This is an optimization exercise on Yosys and OpenROAD, whose aim is small area and few clock cycles, not a production implementation. The RTL was checked by simulation tests, not by an equivalence proof against the original design. Power and IR drop assume default switching activity.

## lasc_ctrl
module lasc_ctrl (
    input  wire        clk,
    input  wire        rst,           
    input  wire        op_valid,
    input  wire [31:0] op_word,
    output wire        op_ready,
    output wire        rsp_valid,
    output wire [1:0]  rsp_code,      
    output reg         act_valid,
    output reg  [3:0]  act_kind,
    output reg  [15:0] act_data,
    input  wire [7:0]  st_rdata,
    input  wire        st_wfail,
    output reg         booted,
    output reg  [2:0]  mode,
    output reg         scan_active,
    output reg         scan_done,
    output reg  [1:0]  scan_result,
    output reg         flash_armed,
    output wire [7:0]  intensity,
    output reg         ind,
    output reg         cfg_err,
    output wire [13:0] patch,
    output wire [13:0] work,
    output reg  [3:0]  channel,
    output reg  [2:0]  range,
    output reg         zero_based
);
Size: ~1500 cells after synthesis, roughly 13000 µm² of cells after synthesis.
Settings: LEC_CHECK=0, CAP_MARGIN=20, CORE_MARGIN=2, CORE_UTILIZATION=40, CTS_BUF_LIST=sky130_fd_sc_hd__clkbuf_4, PLACE_DENSITY=0.6, SLEW_MARGIN=20; clock period 10.0 ns.
run.sh (not shown) runs the stock make flow with config.mk's settings and CLKGATE_MAP_FILE= SYNTH_SCRIPT=/design/flow/synth_recipe.tcl, a recipe that flattens the netlist after the stock synthesis.
Testbench counts at the start, summed over its fixed seeds: cycles 277,456.
==> next run, changes <==
==> flow/flow/run.sh (new file) <==
#!/bin/bash
# The standard layout (standard.sh), with two changes to how the layout is made:
#  - ABC maps the logic for area (flow/abc_map.script) instead of the speed script;
#    registers are mapped before ABC runs, so they are the standard synthesis's own;
#  - the port buffers are the smallest buffer cell.
set -euo pipefail
cd "$(dirname "$0")/.."
rm -rf scripts_area
cp -r "$FLOW_HOME/scripts" scripts_area
cp flow/abc_map.script scripts_area/abc_speed.script
export SCRIPTS_DIR="$PWD/scripts_area"
export BUFFER_PORTS_ARGS="-buffer_cell sky130_fd_sc_hd__buf_1"
bash standard.sh > standard_flow.log 2>&1
==> flow/flow/abc_map.script (new file) <==
&get -n
&st
&dc2
&dch -f
&nf -R 1000 -p -F 8 -A 8 -C 32
&st
&dc2
&dch -f
&nf -R 1000 -p -F 8 -A 8 -C 32
&put
==> flow/standard.sh (new file) <==
#!/bin/bash
# synth_recipe.tcl (not shown) runs the flow's synth.tcl, then flattens the netlist and writes it again
# the make line also repeats each setting of config.mk as NAME=value (left out here)
make -C /OpenROAD-flow-scripts/flow DESIGN_CONFIG=/design/flow/config.mk WORK_HOME=/design/flow/orfs CLKGATE_MAP_FILE= SYNTH_SCRIPT=/design/flow/synth_recipe.tcl "${@:-finish}"
- CTS_BUF_LIST: sky130_fd_sc_hd__clkbuf_4 -> sky130_fd_sc_hd__clkbuf_8
removed: flow/run.sh
Result: The changed run completed without violations. Worst hold slack barely changes. Power came out lower by 3.9%. Cell count came out lower by 9.0%. Die area came out lower by 9.2%. Cell area came out lower by 11%. Non-clock buffer count came out lower by 4.
==> next run, changes <==
- CTS_CLUSTER_DIAMETER: not set -> 80
- CTS_CLUSTER_SIZE: not set -> 20
After rerunning: Combinational power is about the same; worst hold slack is better by 0.0057 ns; design area fell by a few percent; routed wire length fell slightly; sequential share of layout area rose by 1.0 points; global-route usage fell by 0.50 points; critical path depth is unchanged; flip-flop and latch count does not change; clock skew rose by 0.0059 ns; synthesized cell count stays the same.

========
the previous run:
Another version of the RTL of lasc_ctrl (not shown whole).
For scale: roughly 1400 cells after synthesis, about 210 flip-flops, roughly 0.011 mm2 of cells after synthesis.
==> flow/design.v (excerpt) <==
module lasc_ctrl (
    input  wire        clk,
    input  wire        rst,           
    input  wire        op_valid,
    input  wire [31:0] op_word,
    output wire        op_ready,
    output wire        rsp_valid,
    output wire [1:0]  rsp_code,      
    output reg         act_valid,
    output reg  [3:0]  act_kind,
    output reg  [15:0] act_data,
    input  wire [7:0]  st_rdata,
    input  wire        st_wfail,
    output reg         booted,
    output reg  [2:0]  mode,
    output reg         scan_active,
    output reg         scan_done,
    output reg  [1:0]  scan_result,
    output reg         flash_armed,
    output wire [7:0]  intensity,
    output reg         ind,
    output reg         cfg_err,
    output wire [13:0] patch,
    output wire [13:0] work,
    output reg  [3:0]  channel,
    output reg  [2:0]  range,
    output reg         zero_based
);
    localparam [15:0] DEBOUNCE_MS = 16'd20;
    localparam [15:0] SLOW_MS     = 16'd500;
    localparam [15:0] FAST_MS     = 16'd100;
    localparam [15:0] ACCEL_MS    = 16'd2000;
    localparam [7:0]  FLASH_TOGGLE_MS = 8'd250;
    localparam [15:0] STARTUP_WAIT_MS = 16'd100;
    localparam [15:0] CONFIG_IDLE_MS  = 16'd3000;
    localparam [7:0]  ACTIVITY_MS = 8'd50;
    localparam OP_TICK   = 8'h01, OP_DLOAD = 8'h02, OP_DWAIT = 8'h03;
    localparam OP_SBEGIN = 8'h10, OP_EVAL  = 8'h11, OP_PEND  = 8'h12;
    localparam OP_FSTART = 8'h20, OP_FSTOP = 8'h21, OP_ACT   = 8'h22;
    localparam OP_BOOT   = 8'h30, OP_EVENT = 8'h31, OP_FSTEP = 8'h32;
    localparam M_STARTUP = 3'd0, M_CFGCH = 3'd1, M_CFGDISP = 3'd2,
               M_NORMAL  = 3'd3, M_MODE2 = 3'd4;
    localparam EV_NONE = 2'd0, EV_UP = 2'd1, EV_DOWN = 2'd2, EV_MODE = 2'd3;
    localparam SW_REL = 2'd0, SW_UNC = 2'd1, SW_CONF = 2'd2;
    localparam A_INIT = 4'd1, A_SETINT = 4'd2, A_SHOWCR = 4'd3, A_SHOWP = 4'd4,
               A_SHOWZB = 4'd5, A_MIDI = 4'd6, A_UNLOCK = 4'd7, A_LOCK = 4'd8,
               A_READ = 4'd9, A_WRITE = 4'd10;
    localparam R_DONE = 2'd0, R_HOLD = 2'd1, R_REFUSED = 2'd2;
  ...
Settings: LEC_CHECK=0, CAP_MARGIN=20, CORE_MARGIN=2, CORE_UTILIZATION=40, PLACE_DENSITY=0.6, SLEW_MARGIN=20; clock period 10.0 ns.
standard.sh (not shown) runs the stock make flow with config.mk's settings and CLKGATE_MAP_FILE= SYNTH_SCRIPT=/design/flow/synth_recipe.tcl, a recipe that flattens the netlist after the stock synthesis.
==> flow/flow/run.sh <==
#!/bin/bash
# The standard layout (standard.sh), with these changes to how the layout is made:
#  - ABC maps all logic, adders included, for area (flow/abc_map.script) instead of
#    the speed script and the adder cell map; registers are mapped before ABC runs,
#    so they are the standard synthesis's own;
#  - the port buffers are the smallest buffer cell.
set -euo pipefail
cd "$(dirname "$0")/.."
rm -rf scripts_area
cp -r "$FLOW_HOME/scripts" scripts_area
cp flow/abc_map.script scripts_area/abc_speed.script
export SCRIPTS_DIR="$PWD/scripts_area"
export ADDER_MAP_FILE=
export BUFFER_PORTS_ARGS="-buffer_cell sky130_fd_sc_hd__buf_1"
bash standard.sh > standard_flow.log 2>&1
==> flow/flow/abc_map.script <==
&get -n
&st
&dc2
&dch -f
&nf -R 1000 -p -F 8 -A 8 -C 32
&st
&dc2
&dch -f
&nf -R 1000 -p -F 8 -A 8 -C 32
&put
Testbench counts of the previous run, summed over its fixed seeds: cycles 277,456.
What the current run does differently from the previous run at the input level:
Settings: CTS_BUF_LIST: unset -> sky130_fd_sc_hd__clkbuf_8; CTS_CLUSTER_DIAMETER: unset -> 60; CTS_CLUSTER_SIZE: unset -> 16.
Notes after the runs:
Compared with the previous run, via count in the current run decreased slightly. Summary of the current run over the previous run: max-slew headroom at the worst pin decreased 1.3 points, period utilization was more or less identical.

## static timing again, ports no longer ideal
The flow's constraints put no driver on any port. The routed layouts listed below were extracted and timed again, unchanged, in two steps. Step 1 assumes that a clkbuf_16 drives the clock port and a buf_2 every other input. Step 2 adds t to the input delays and takes it off the output delays; t is the mean of the earliest and latest rising clock arrival at the registers after step 1. Input paths then give back, and output paths get back, about the clock's delay inside the block. Three values: ideal ports, drivers, drivers and shift; two values: the first two.
| run | t (ns) | setup slack, ns | worst setup path at the end |
|---|---|---|---|
| the first run of note 1 | 0.758 | 0.802 / 0.779 / 0.779 | input to output |
| the second run of note 1 | 0.579 | 1.491 / 1.470 / 1.470 | input to output |
| the third run of note 1 | 0.563 | 1.424 / 1.402 / 1.402 | input to output |
| the previous run | 0.565 | 0.936 / 0.914 / 0.914 | input to output |
| the current run | 0.581 | 0.946 / 0.925 / 0.925 | input to output |
After both steps every run listed still meets setup and hold. For the first run of note 1, which loses most, drivers alone change the setup slack by -0.023 ns; drivers and shift together by -0.023 ns.
